This design comes from an exercise in tuning for small area, a short achievable clock period and few clock cycles on the open sky130 flow, not from production work.
Where RTL was checked, it was by simulation tests only, not by an equivalence proof against the original.
No activity file was given, so power comes from the tool's default toggle rates.

==> inputs of run a <==
==> flow/design.v <==
module anc_w334_to_gump (
    input  wire        clk,
    input  wire        rst,
    input  wire        in_valid,
    output wire        in_ready,
    input  wire [31:0] in_data,
    input  wire        in_two,
    input  wire        in_last,
    input  wire [12:0] in_loc,
    output wire        out_valid,
    input  wire        out_ready,
    output wire [31:0] out_data,
    output wire [1:0]  out_cnt
);
    localparam S  = 133;         
    localparam [7:0] SM1 = S - 1;
    localparam [7:0] TAP = S - 3;   
    reg  [15:0] ring [0:S-1];
    wire [15:0] rw = ring[S-1];      
    wire [15:0] rt = ring[TAP];      
    function [7:0] modinc(input [7:0] x);
        modinc = (x == SM1) ? 8'd0 : x + 8'd1;
    endfunction
    reg [12:0] q_loc0, q_loc1;
    reg [7:0]  qa1;
    reg [1:0]  q_cnt;
    reg [7:0]  hage;
    reg        hread;            
    reg        patch;            
    reg        h_tap;            
    wire       patch0 = patch && (hage[7:3] == 5'd0);
    wire [15:0] ploc  = {3'b000, q_loc0};
    reg  [7:0] p_r;                  
    reg        r_at;                 
    reg  [7:0] occ;                  
    reg        occ_z, occ_S;         
    reg  [5:0] ccnt;                 
    reg        c_z;                  
    reg  [7:0] rj;                   
    reg        r_start;              
    reg  [7:0] rlast;                
    reg        rpar;                 
    reg  [7:0] rsum;
    reg  [6:0] rline;
    reg        ovalid;               
    reg  [15:0] odata;
    reg        ocnt;
    reg        svalid;               
    reg  [15:0] sdata;
    reg        scnt;
    wire r_byp   = r_start && c_z && h_tap;
    wire r_ok    = !r_start || !c_z || h_tap;
    wire rd      = r_at && !occ_z && r_ok && !svalid;
    wire r_fin   = (rj == rlast) && (rj[7:2] != 6'd0 || rj[1:0] == 2'd3);
    wire [12:0] rloc = c_z ? q_loc0 : rt[12:0];
    wire [7:0]  rsum_a = rsum + rt[7:0];
    wire [7:0]  rsum_b = rsum_a + rt[15:8];
    reg  [15:0] rdata;
    reg         rcnt;
    always @(*) begin
        rcnt  = 1'b1;
        case (rj)
            8'd0:    rdata = {2'b10, rloc[11], rloc[12], rloc[10:7], 8'hFF};
            8'd1:    rdata = {rt[15:8], 1'b0, rline};
            8'd2:    rdata = rt;
            default: begin
                if (!r_fin)
                    rdata = rt;
                else if (rpar)
                    rdata = {rsum_a, rt[7:0]};
                else begin
                    rdata = {8'h00, rsum};
                    rcnt  = 1'b0;
                end
            end
        endcase
    end
    wire load_o = !ovalid || out_ready;
    reg        in_ready_r;
    reg  [7:0] p_w;                  
    reg        w_at;                 
    reg  [8:0] wcount;               
    reg  [7:0] lo;                   
    reg        flushp;               
    reg  [8:0] rem;                  
    reg  [7:0] hcur;                 
    reg  [7:0] nsw;                  
    reg        rej_r;                
    reg        ibv;
    reg  [7:0] wa, wb;
    reg        in2, inl;
    reg [12:0] ib_loc;
    assign in_ready = in_ready_r;
    wire take = in_valid && in_ready_r;
    wire       has_lo  = wcount[0];
    wire       discard = (wcount >= 9'd262);
    wire       nsw_z   = (nsw == 8'd0);
    wire eq1  = (rem == 9'd1);
    wire eq2  = (rem == 9'd2);
    wire dc_k = (wcount >= 9'd6);
    wire w5   = (wcount == 9'd5);
    wire len_ok = dc_k ? (in2 ? eq2 : eq1) : (w5 && in2 && (wa == 8'd0));
    wire can_proc = !rej_r && !flushp && !(inl && q_cnt == 2'd2) &&
                    (discard || (w_at && !occ_S));
    wire consume = ibv && can_proc;
    wire [8:0] rem_m1 = rem - 9'd1;
    wire [8:0] rem_m2 = rem - 9'd2;
    wire end_pkt = consume && inl;
    wire reject  = end_pkt && (discard || !len_ok);
    wire accept  = end_pkt && !reject;
    wire bw       = has_lo || in2 || inl;               
    wire wr_beat  = consume && !discard && bw;
    wire wr_flush = flushp && !rej_r && w_at && !occ_S;
    wire wr       = wr_beat || wr_flush;
    wire [15:0] wslot = has_lo ? {wa, lo} : {wb, wa};
    wire        is_h  = (wcount[8:1] == 8'd0);          
    wire [15:0] wslot_m = {wslot[15:13], is_h ? 13'd0 : wslot[12:0]};
    always @(posedge clk)
        ring[0] <= wr_beat ? wslot_m : (rw | (patch0 ? ploc : 16'd0));
    genvar gi;
    generate
        for (gi = 1; gi < S; gi = gi + 1) begin : g_ring
            if (gi % 8 == 0) begin : g_patch
                wire sel = patch && (hage[7:3] == gi / 8);
                always @(posedge clk)
                    ring[gi] <= ring[gi-1] | (sel ? ploc : 16'd0);
            end else begin : g_plain
                always @(posedge clk)
                    ring[gi] <= ring[gi-1];
            end
        end
    endgenerate
    wire       pop   = patch;
    wire       c_inc = patch && !hread;
    wire       c_dec = rd && r_start && !r_byp;
    wire [5:0] ccnt_n = (c_inc && !c_dec) ? ccnt + 6'd1 :
                        (c_dec && !c_inc) ? ccnt - 6'd1 : ccnt;
    wire [7:0] hpos   = hcur;                          
    wire [7:0] occ_p1 = occ + 8'd1;
    wire [7:0] occ_m1 = occ - 8'd1;
    wire [7:0] occ_r  = occ - nsw;                     
    wire [7:0] occ_rm = occ_r - 8'd1;
    wire [7:0] occ_n  = rej_r ? (rd ? occ_rm : occ_r) :
                        (wr && !rd) ? occ_p1 :
                        (rd && !wr) ? occ_m1 : occ;
    wire flushp_n = (flushp && !wr_flush && !rej_r) || (accept && has_lo && in2);
    wire [7:0] nsw_n = (accept || rej_r) ? 8'd0 : wr_beat ? nsw + 8'd1 : nsw;
    wire realign  = occ_z && !wr && !rej_r && (nsw_n == 8'd0) && !flushp_n;
    wire [7:0] p_w_inc = (p_w == SM1) ? 8'd0 : p_w + 8'd1;
    wire [7:0] p_r_inc = (p_r == SM1) ? 8'd0 : p_r + 8'd1;
    wire [7:0] p_w_n   = realign ? SM1 : rej_r ? hpos : wr ? p_w : p_w_inc;
    wire [7:0] p_r_n   = realign ? SM1 : rd ? p_r : p_r_inc;
    wire [8:0] wc_p1 = wcount + 9'd1;
    wire [8:0] wc_p2 = wcount + 9'd2;
    wire [8:0] wcount_n = end_pkt ? 9'd0 :
                          (consume && !discard) ? (in2 ? wc_p2 : wc_p1) : wcount;
    wire [1:0] q_left  = q_cnt - {1'b0, pop};          
    wire [1:0] q_cnt_n = q_left + {1'b0, accept};
    wire [7:0] rj_n = rd ? (r_fin ? 8'd0 : rj + 8'd1) : rj;
    wire [7:0] hage_inc = modinc(hage);
    wire [7:0] qa1_inc  = modinc(qa1);
    wire [7:0] hcur_inc = modinc(hcur);
    wire       from1    = pop && (q_cnt != 2'd1);
    wire       fromw    = !from1 && (q_left == 2'd0);
    wire [7:0] hage_n   = from1 ? qa1_inc : fromw ? hcur_inc : hage_inc;
    wire [7:0] qa1_n    = (accept && q_left == 2'd1) ? hcur_inc : qa1_inc;
    wire [7:0] hcur_n   = (wr_beat && nsw_z) ? 8'd1 : hcur_inc;
    wire       q_head_n = (q_cnt_n != 2'd0);
    wire occ_1      = (occ == 8'd1);
    wire occ_Sm1    = (occ == SM1);
    wire occ_z_n    = rej_r ? ((occ_r == 8'd0) || ((occ_r == 8'd1) && rd)) :
                      (occ_z && (wr == rd)) || (occ_1 && rd && !wr);
    wire occ_S_n    = !rej_r && ((occ_S && (wr == rd)) || (occ_Sm1 && wr && !rd));
    wire w_at_n     = (p_w_n == SM1);
    wire ibv_n      = take || (ibv && !consume);
    wire inl_n      = take ? in_last : inl;
    wire proc_pre_n = !reject && !flushp_n && !(inl_n && q_cnt_n == 2'd2);
    wire disc_n     = !end_pkt && (discard || (consume && ((wcount >= 9'd261) ||
                                                            (in2 && wcount == 9'd260))));
    wire full_p     = !rej_r && (occ_S || (occ_Sm1 && wr));
    wire can_proc_p = proc_pre_n && (disc_n || (w_at_n && !full_p));
    always @(posedge clk) begin
        if (rst) begin
            q_cnt      <= 2'd0;
            hread      <= 1'b0;
            patch      <= 1'b0;
            h_tap      <= 1'b0;
            p_r        <= SM1;
            r_at       <= 1'b0;
            occ        <= 8'd0;
            occ_z      <= 1'b1;
            occ_S      <= 1'b0;
            ccnt       <= 6'd0;
            c_z        <= 1'b1;
            rj         <= 8'd0;
            r_start    <= 1'b1;
            ovalid     <= 1'b0;
            svalid     <= 1'b0;
            p_w        <= SM1;
            w_at       <= 1'b1;
            wcount     <= 9'd0;
            flushp     <= 1'b0;
            nsw        <= 8'd0;
            rej_r      <= 1'b0;
            ibv        <= 1'b0;
            in_ready_r <= 1'b1;
        end else begin
            if (pop)
                q_loc0 <= q_loc1;
            if (accept) begin
                if (q_left == 2'd0)
                    q_loc0 <= ib_loc;
                else
                    q_loc1 <= ib_loc;
            end
            qa1   <= qa1_n;
            q_cnt <= q_cnt_n;
            hage  <= hage_n;
            patch <= q_head_n && (hage_n[2:0] == 3'd0);
            h_tap <= q_head_n && (from1 ? (qa1 == TAP) : fromw ? (hcur == TAP) : (hage == TAP));
            if (pop)
                hread <= 1'b0;
            else if (rd && r_byp)
                hread <= 1'b1;
            ccnt <= ccnt_n;
            c_z  <= (ccnt_n == 6'd0);
            ovalid <= (ovalid && !out_ready) || svalid || rd;
            svalid <= ovalid && !out_ready && (svalid || rd);
            if (load_o) begin
                odata <= svalid ? sdata : rdata;
                ocnt  <= svalid ? scnt : rcnt;
            end
            if (ovalid && !out_ready && rd) begin
                sdata <= rdata;
                scnt  <= rcnt;
            end
            if (rd) begin
                case (rj)
                    8'd0: rline <= rloc[6:0];
                    8'd1: rsum  <= rt[15:8];
                    8'd2: begin
                        rsum  <= rsum_b;
                        rlast <= {1'b0, rt[15:9]} + 8'd3;
                        rpar  <= rt[8];
                    end
                    default: rsum <= rsum_b;
                endcase
            end
            rj      <= rj_n;
            r_start <= (rj_n == 8'd0);
            occ     <= occ_n;
            occ_z   <= occ_z_n;
            occ_S   <= occ_S_n;
            p_r     <= p_r_n;
            r_at    <= (p_r_n == TAP);
            if (consume)
                lo <= has_lo ? wb : wa;
            if (consume) begin
                if (w5)
                    rem <= in2 ? {1'b0, wa} : {1'b0, wa} + 9'd1;
                else if (in2 && (wcount == 9'd4))
                    rem <= {1'b0, wb} + 9'd1;
                else
                    rem <= in2 ? rem_m2 : rem_m1;
            end
            hcur <= hcur_n;
            wcount   <= wcount_n;
            nsw      <= nsw_n;
            flushp   <= flushp_n;
            rej_r    <= reject;
            p_w      <= p_w_n;
            w_at     <= w_at_n;
            ibv      <= ibv_n;
            in_ready_r <= !ibv_n || can_proc_p;
        end
    end
    always @(posedge clk) begin
        if (!ibv || consume) begin
            wa     <= in_data[7:0];
            wb     <= in_data[23:16];
            in2    <= in_two;
            inl    <= in_last;
            ib_loc <= in_loc;
        end
    end
    assign out_valid = ovalid;
    assign out_data  = {16'b0, odata};
    assign out_cnt   = {1'b0, ocnt};
endmodule
==> flow/flow/run.sh <==
#!/bin/bash
set -euo pipefail
export SETUP_SLACK_MARGIN=6
export BUFFER_PORTS_ARGS="-buffer_cell sky130_fd_sc_hd__buf_4"
bash standard.sh > standard.log 2>&1
==> flow/standard.sh <==
#!/bin/bash
# synth_recipe.tcl (not shown) runs the flow's synth.tcl, then flattens the netlist and writes it again
# the make line also repeats each setting of config.mk as NAME=value (left out here)
make -C /OpenROAD-flow-scripts/flow DESIGN_CONFIG=/design/flow/config.mk WORK_HOME=/design/flow/orfs CLKGATE_MAP_FILE= SYNTH_SCRIPT=/design/flow/synth_recipe.tcl "${@:-finish}"
==> flow/config.mk <==
export PLATFORM = sky130hd
export DESIGN_NAME = anc_w334_to_gump
export DESIGN_NICKNAME = anc_w334_to_gump
export VERILOG_FILES = /design/flow/design.v
export SDC_FILE = /design/flow/constraint.sdc
export NUM_CORES = 4
export LEC_CHECK = 0
export ABC_CLOCK_PERIOD_IN_PS = 3000
export CAP_MARGIN = 20
export CORE_MARGIN = 2
export CORE_UTILIZATION = 40
export CTS_CLUSTER_DIAMETER = 100
export CTS_CLUSTER_SIZE = 26
export SLEW_MARGIN = 20
==> flow/constraint.sdc <==
create_clock -name core_clock -period 10.0 [get_ports {clk}]
set_input_delay 2.0000 -clock core_clock [delete_from_list [all_inputs] [get_ports {clk}]]
set_output_delay 2.0000 -clock core_clock [all_outputs]
set_load 0.01 [all_outputs]
==> run b: changes against run a <==
==> flow/design.v, changed modules only <==
module anc_w334_to_gump (
    input  wire        clk,
    input  wire        rst,
    input  wire        in_valid,
    output wire        in_ready,
    input  wire [31:0] in_data,
    input  wire        in_two,
    input  wire        in_last,
    input  wire [12:0] in_loc,
    output wire        out_valid,
    input  wire        out_ready,
    output wire [31:0] out_data,
    output wire [1:0]  out_cnt
);
    localparam S  = 133;         
    localparam [7:0] SM1 = S - 1;
    localparam [7:0] TAP = S - 3;   
    reg  [15:0] ring [0:S-1];
    wire [15:0] rw = ring[S-1];      
    wire [15:0] rt = ring[TAP];      
    function [7:0] modinc(input [7:0] x);
        modinc = (x == SM1) ? 8'd0 : x + 8'd1;
    endfunction
    reg [12:0] q_loc0, q_loc1;
    reg [7:0]  qa1;
    reg [1:0]  q_cnt;
    reg [7:0]  hage;
    reg        hread;            
    reg        patch;            
    reg        h_tap;            
    wire       patch0 = patch && (hage[7:3] == 5'd0);
    wire [15:0] ploc  = {3'b000, q_loc0};
    reg  [7:0] p_r;                  
    reg        r_at;                 
    reg  [7:0] occ;                  
    reg        occ_z, occ_S;         
    reg  [5:0] ccnt;                 
    reg        c_z;                  
    reg  [1:0] rj;                   
    reg        r_start;              
    reg  [7:0] rleft;                
    reg        rpar;                 
    reg  [7:0] rsum;
    reg  [6:0] rline;
    reg  [16:0] oq0, oq1;
    reg        oq_w, oq_r;           
    reg  [1:0] oq_n;                 
    reg        ovalid;               
    reg  [16:0] ohead;
    wire r_byp   = r_start && c_z && h_tap;
    wire r_ok    = !r_start || !c_z || h_tap;
    wire rd      = r_at && !occ_z && r_ok && (oq_n != 2'd2);
    wire r_fin   = (rj == 2'd3) && (rleft == 8'd1);
    wire [12:0] rloc = c_z ? q_loc0 : rt[12:0];
    wire [7:0]  rsum_a = rsum + rt[7:0];
    wire [7:0]  rsum_b = rsum_a + rt[15:8];
    reg  [15:0] rdata;
    reg         rcnt;
    always @(*) begin
        rcnt  = 1'b1;
        case (rj)
            2'd0:    rdata = {2'b10, rloc[11], rloc[12], rloc[10:7], 8'hFF};
            2'd1:    rdata = {rt[15:8], 1'b0, rline};
            2'd2:    rdata = rt;
            default: begin
                if (!r_fin)
                    rdata = rt;
                else if (rpar)
                    rdata = {rsum_a, rt[7:0]};
                else begin
                    rdata = {8'h00, rsum};
                    rcnt  = 1'b0;
                end
            end
        endcase
    end
    wire       o_pop  = ovalid && out_ready;
    wire [1:0] o_left = oq_n - {1'b0, o_pop};          
    wire       o_rn   = oq_r ^ o_pop;
    reg        in_ready_r;
    reg  [7:0] p_w;                  
    reg        w_at;                 
    reg  [8:0] wcount;               
    reg  [7:0] lo;                   
    reg        flushp;               
    reg  [8:0] rem;                  
    reg  [7:0] hcur;                 
    reg  [7:0] nsw;                  
    reg        rej_r;                
    reg        ibv;
    reg  [7:0] wa, wb;
    reg        in2, inl;
    reg [12:0] ib_loc;
    assign in_ready = in_ready_r;
    wire take = in_valid && in_ready_r;
    wire       has_lo  = wcount[0];
    wire       discard = (wcount >= 9'd262);
    wire       nsw_z   = (nsw == 8'd0);
    wire eq1  = (rem == 9'd1);
    wire eq2  = (rem == 9'd2);
    wire dc_k = (wcount >= 9'd6);
    wire w5   = (wcount == 9'd5);
    wire len_ok = dc_k ? (in2 ? eq2 : eq1) : (w5 && in2 && (wa == 8'd0));
    wire can_proc = !rej_r && !flushp && !(inl && q_cnt == 2'd2) &&
                    (discard || (w_at && !occ_S));
    wire consume = ibv && can_proc;
    wire [8:0] rem_m1 = rem - 9'd1;
    wire [8:0] rem_m2 = rem - 9'd2;
    wire end_pkt = consume && inl;
    wire reject  = end_pkt && (discard || !len_ok);
    wire accept  = end_pkt && !reject;
    wire bw       = has_lo || in2 || inl;               
    wire wr_beat  = consume && !discard && bw;
    wire wr_flush = flushp && !rej_r && w_at && !occ_S;
    wire wr       = wr_beat || wr_flush;
    wire [15:0] wslot = has_lo ? {wa, lo} : {wb, wa};
    wire        is_h  = (wcount[8:1] == 8'd0);          
    wire [15:0] wslot_m = {wslot[15:13], is_h ? 13'd0 : wslot[12:0]};
    always @(posedge clk)
        ring[0] <= wr_beat ? wslot_m : (rw | (patch0 ? ploc : 16'd0));
    genvar gi;
    generate
        for (gi = 1; gi < S; gi = gi + 1) begin : g_ring
            if (gi % 8 == 0) begin : g_patch
                wire sel = patch && (hage[7:3] == gi / 8);
                always @(posedge clk)
                    ring[gi] <= ring[gi-1] | (sel ? ploc : 16'd0);
            end else begin : g_plain
                always @(posedge clk)
                    ring[gi] <= ring[gi-1];
            end
        end
    endgenerate
    wire       pop   = patch;
    wire       c_inc = patch && !hread;
    wire       c_dec = rd && r_start && !r_byp;
    wire [5:0] ccnt_n = (c_inc && !c_dec) ? ccnt + 6'd1 :
                        (c_dec && !c_inc) ? ccnt - 6'd1 : ccnt;
    wire [7:0] hpos   = hcur;                          
    wire [7:0] occ_p1 = occ + 8'd1;
    wire [7:0] occ_m1 = occ - 8'd1;
    wire [7:0] occ_r  = occ - nsw;                     
    wire [7:0] occ_rm = occ_r - 8'd1;
    wire [7:0] occ_n  = rej_r ? (rd ? occ_rm : occ_r) :
                        (wr && !rd) ? occ_p1 :
                        (rd && !wr) ? occ_m1 : occ;
    wire flushp_n = (flushp && !wr_flush && !rej_r) || (accept && has_lo && in2);
    wire [7:0] nsw_n = (accept || rej_r) ? 8'd0 : wr_beat ? nsw + 8'd1 : nsw;
    wire realign  = occ_z && !wr && !rej_r && (nsw_n == 8'd0) && !flushp_n;
    wire [7:0] p_w_inc = (p_w == SM1) ? 8'd0 : p_w + 8'd1;
    wire [7:0] p_r_inc = (p_r == SM1) ? 8'd0 : p_r + 8'd1;
    wire [7:0] p_w_n   = realign ? SM1 : rej_r ? hpos : wr ? p_w : p_w_inc;
    wire [7:0] p_r_n   = realign ? SM1 : rd ? p_r : p_r_inc;
    wire [8:0] wc_p1 = wcount + 9'd1;
    wire [8:0] wc_p2 = wcount + 9'd2;
    wire [8:0] wcount_n = end_pkt ? 9'd0 :
                          (consume && !discard) ? (in2 ? wc_p2 : wc_p1) : wcount;
    wire [1:0] q_left  = q_cnt - {1'b0, pop};          
    wire [1:0] q_cnt_n = q_left + {1'b0, accept};
    wire [1:0] rj_n = rd ? (r_fin ? 2'd0 : (rj == 2'd3) ? rj : rj + 2'd1) : rj;
    wire [7:0] hage_inc = modinc(hage);
    wire [7:0] qa1_inc  = modinc(qa1);
    wire [7:0] hcur_inc = modinc(hcur);
    wire       from1    = pop && (q_cnt != 2'd1);
    wire       fromw    = !from1 && (q_left == 2'd0);
    wire [7:0] hage_n   = from1 ? qa1_inc : fromw ? hcur_inc : hage_inc;
    wire [7:0] qa1_n    = (accept && q_left == 2'd1) ? hcur_inc : qa1_inc;
    wire [7:0] hcur_n   = (wr_beat && nsw_z) ? 8'd1 : hcur_inc;
    wire       q_head_n = (q_cnt_n != 2'd0);
    wire occ_1      = (occ == 8'd1);
    wire occ_Sm1    = (occ == SM1);
    wire occ_z_n    = rej_r ? ((occ_r == 8'd0) || ((occ_r == 8'd1) && rd)) :
                      (occ_z && (wr == rd)) || (occ_1 && rd && !wr);
    wire occ_S_n    = !rej_r && ((occ_S && (wr == rd)) || (occ_Sm1 && wr && !rd));
    wire w_at_n     = (p_w_n == SM1);
    wire ibv_n      = take || (ibv && !consume);
    wire inl_n      = take ? in_last : inl;
    wire proc_pre_n = !reject && !flushp_n && !(inl_n && q_cnt_n == 2'd2);
    wire disc_n     = !end_pkt && (discard || (consume && ((wcount >= 9'd261) ||
                                                            (in2 && wcount == 9'd260))));
    wire full_p     = !rej_r && (occ_S || (occ_Sm1 && wr));
    wire can_proc_p = proc_pre_n && (disc_n || (w_at_n && !full_p));
    always @(posedge clk) begin
        if (rst) begin
            q_cnt      <= 2'd0;
            hread      <= 1'b0;
            patch      <= 1'b0;
            h_tap      <= 1'b0;
            p_r        <= SM1;
            r_at       <= 1'b0;
            occ        <= 8'd0;
            occ_z      <= 1'b1;
            occ_S      <= 1'b0;
            ccnt       <= 6'd0;
            c_z        <= 1'b1;
            rj         <= 2'd0;
            r_start    <= 1'b1;
            ovalid     <= 1'b0;
            oq_n       <= 2'd0;
            oq_w       <= 1'b0;
            oq_r       <= 1'b0;
            p_w        <= SM1;
            w_at       <= 1'b1;
            wcount     <= 9'd0;
            flushp     <= 1'b0;
            nsw        <= 8'd0;
            rej_r      <= 1'b0;
            ibv        <= 1'b0;
            in_ready_r <= 1'b1;
        end else begin
            q_cnt <= q_cnt_n;
            patch <= q_head_n && (hage_n[2:0] == 3'd0);
            h_tap <= q_head_n && (from1 ? (qa1 == TAP) : fromw ? (hcur == TAP) : (hage == TAP));
            if (pop)
                hread <= 1'b0;
            else if (rd && r_byp)
                hread <= 1'b1;
            ccnt <= ccnt_n;
            c_z  <= (ccnt_n == 6'd0);
            oq_w   <= oq_w ^ rd;
            oq_r   <= o_rn;
            oq_n   <= o_left + {1'b0, rd};
            ovalid <= (o_left != 2'd0) || rd;
            rj      <= rj_n;
            r_start <= (rj_n == 2'd0);
            occ     <= occ_n;
            occ_z   <= occ_z_n;
            occ_S   <= occ_S_n;
            p_r     <= p_r_n;
            r_at    <= (p_r_n == TAP);
            wcount   <= wcount_n;
            nsw      <= nsw_n;
            flushp   <= flushp_n;
            rej_r    <= reject;
            p_w      <= p_w_n;
            w_at     <= w_at_n;
            ibv      <= ibv_n;
            in_ready_r <= !ibv_n || can_proc_p;
        end
    end
    always @(posedge clk) begin
        if (pop)
            q_loc0 <= q_loc1;
        if (accept) begin
            if (q_left == 2'd0)
                q_loc0 <= ib_loc;
            else
                q_loc1 <= ib_loc;
        end
        qa1  <= qa1_n;
        hage <= hage_n;
        hcur <= hcur_n;
        if (rd && !oq_w)
            oq0 <= {rcnt, rdata};
        if (rd && oq_w)
            oq1 <= {rcnt, rdata};
        ohead <= (o_left == 2'd0) ? {rcnt, rdata} : (o_rn ? oq1 : oq0);
        if (rd) begin
            case (rj)
                2'd0: rline <= rloc[6:0];
                2'd1: rsum  <= rt[15:8];
                2'd2: begin
                    rsum  <= rsum_b;
                    rleft <= {1'b0, rt[15:9]} + 8'd1;    
                    rpar  <= rt[8];
                end
                default: rsum <= rsum_b;
            endcase
        end
        if (rd && rj == 2'd3)
            rleft <= rleft - 8'd1;
        if (consume)
            lo <= has_lo ? wb : wa;
        if (consume) begin
            if (w5)
                rem <= in2 ? {1'b0, wa} : {1'b0, wa} + 9'd1;
            else if (in2 && (wcount == 9'd4))
                rem <= {1'b0, wb} + 9'd1;
            else
                rem <= in2 ? rem_m2 : rem_m1;
        end
    end
    always @(posedge clk) begin
        if (!ibv || consume) begin
            wa     <= in_data[7:0];
            wb     <= in_data[23:16];
            in2    <= in_two;
            inl    <= in_last;
            ib_loc <= in_loc;
        end
    end
    assign out_valid = ovalid;
    assign out_data  = {16'b0, ohead[15:0]};
    assign out_cnt   = {1'b0, ohead[16]};
endmodule
==> flow/flow/run.sh (replaced) <==
#!/bin/bash
set -euo pipefail
export SETUP_SLACK_MARGIN=6.9
export BUFFER_PORTS_ARGS="-buffer_cell sky130_fd_sc_hd__buf_4"
bash standard.sh > standard.log 2>&1
Settings changed: CORE_UTILIZATION 40 to 60.
==> run summary <==
metric	run b	run a
Routed len/inst	17.6 um	14.7 um
Number of core rows	114	139
Post-Synth Adder-Cell Area	0.0157	0.0153
Utilization of the core after routing	0.657	0.441
Reported leakage power	26.7 nW	26.1 nW
Inserted Clock Buffers	103	102
Switch share	0.220	0.208
Die Wd	315 um	384 um
Fraction of area in multi-input gates	0.142	0.133
Met2 GRT Util	0.280	0.166
Number of non-clock buffers in the layout	104	85
Status	complete, no violations	complete, no violations
Finished layout cell area	63200 um^2	63300 um^2
Critical Path Start	ovalid	c_z
Layout multi-input combinational cell count	1280	1234
Power in the clock group	4.62 mW	4.64 mW
Buffering overhead	0.0144	0.0101
Layout Nets	4037	3955
Maximum cell stage delay along the critical path	340 ps	890 ps
Post-Syn Area per Cell	15.2 um^2	15.4 um^2
Count of distinct cell types in the synthesized netlist	82	83
Capture point of the worst reg-to-reg path	rsum[7]	c_z
Pin count of the biggest net entering global routing	42	35
Area Growth Syn to Fin	9.00%	9.59%
Pwr Total	15.3 mW	14.9 mW
Testbench counts of run b, summed over its fixed seeds: cycles 17,261.
No functional check of the RTL was part of run a.

## static timing again, ports no longer ideal
No port has a modelled driver above. Below, the same layouts with a new extraction and two added sets of constraints. Step 1, drivers: a clkbuf_16 drives clk and a buf_2 each remaining input, both assumed. Step 2 moves the port delays by t, midway between the first and last clock arrival at a register: inputs arrive t later, outputs are due t later. That takes back most of the time a late clock gives input paths. a / b / c = ideal / step 1 / step 2; a / b = the first two.
run	t, ns	setup slack, ns	worst setup path after step 2
run a	0.791	6.314 / 6.314 / 5.716	input to register
run b	0.758	6.837 / 6.774 / 6.455	input to register
After both steps setup and hold are still met in every run listed. The setup slack of run a, which loses most, moves by 0.000 ns with the drivers and by -0.598 ns with both steps.
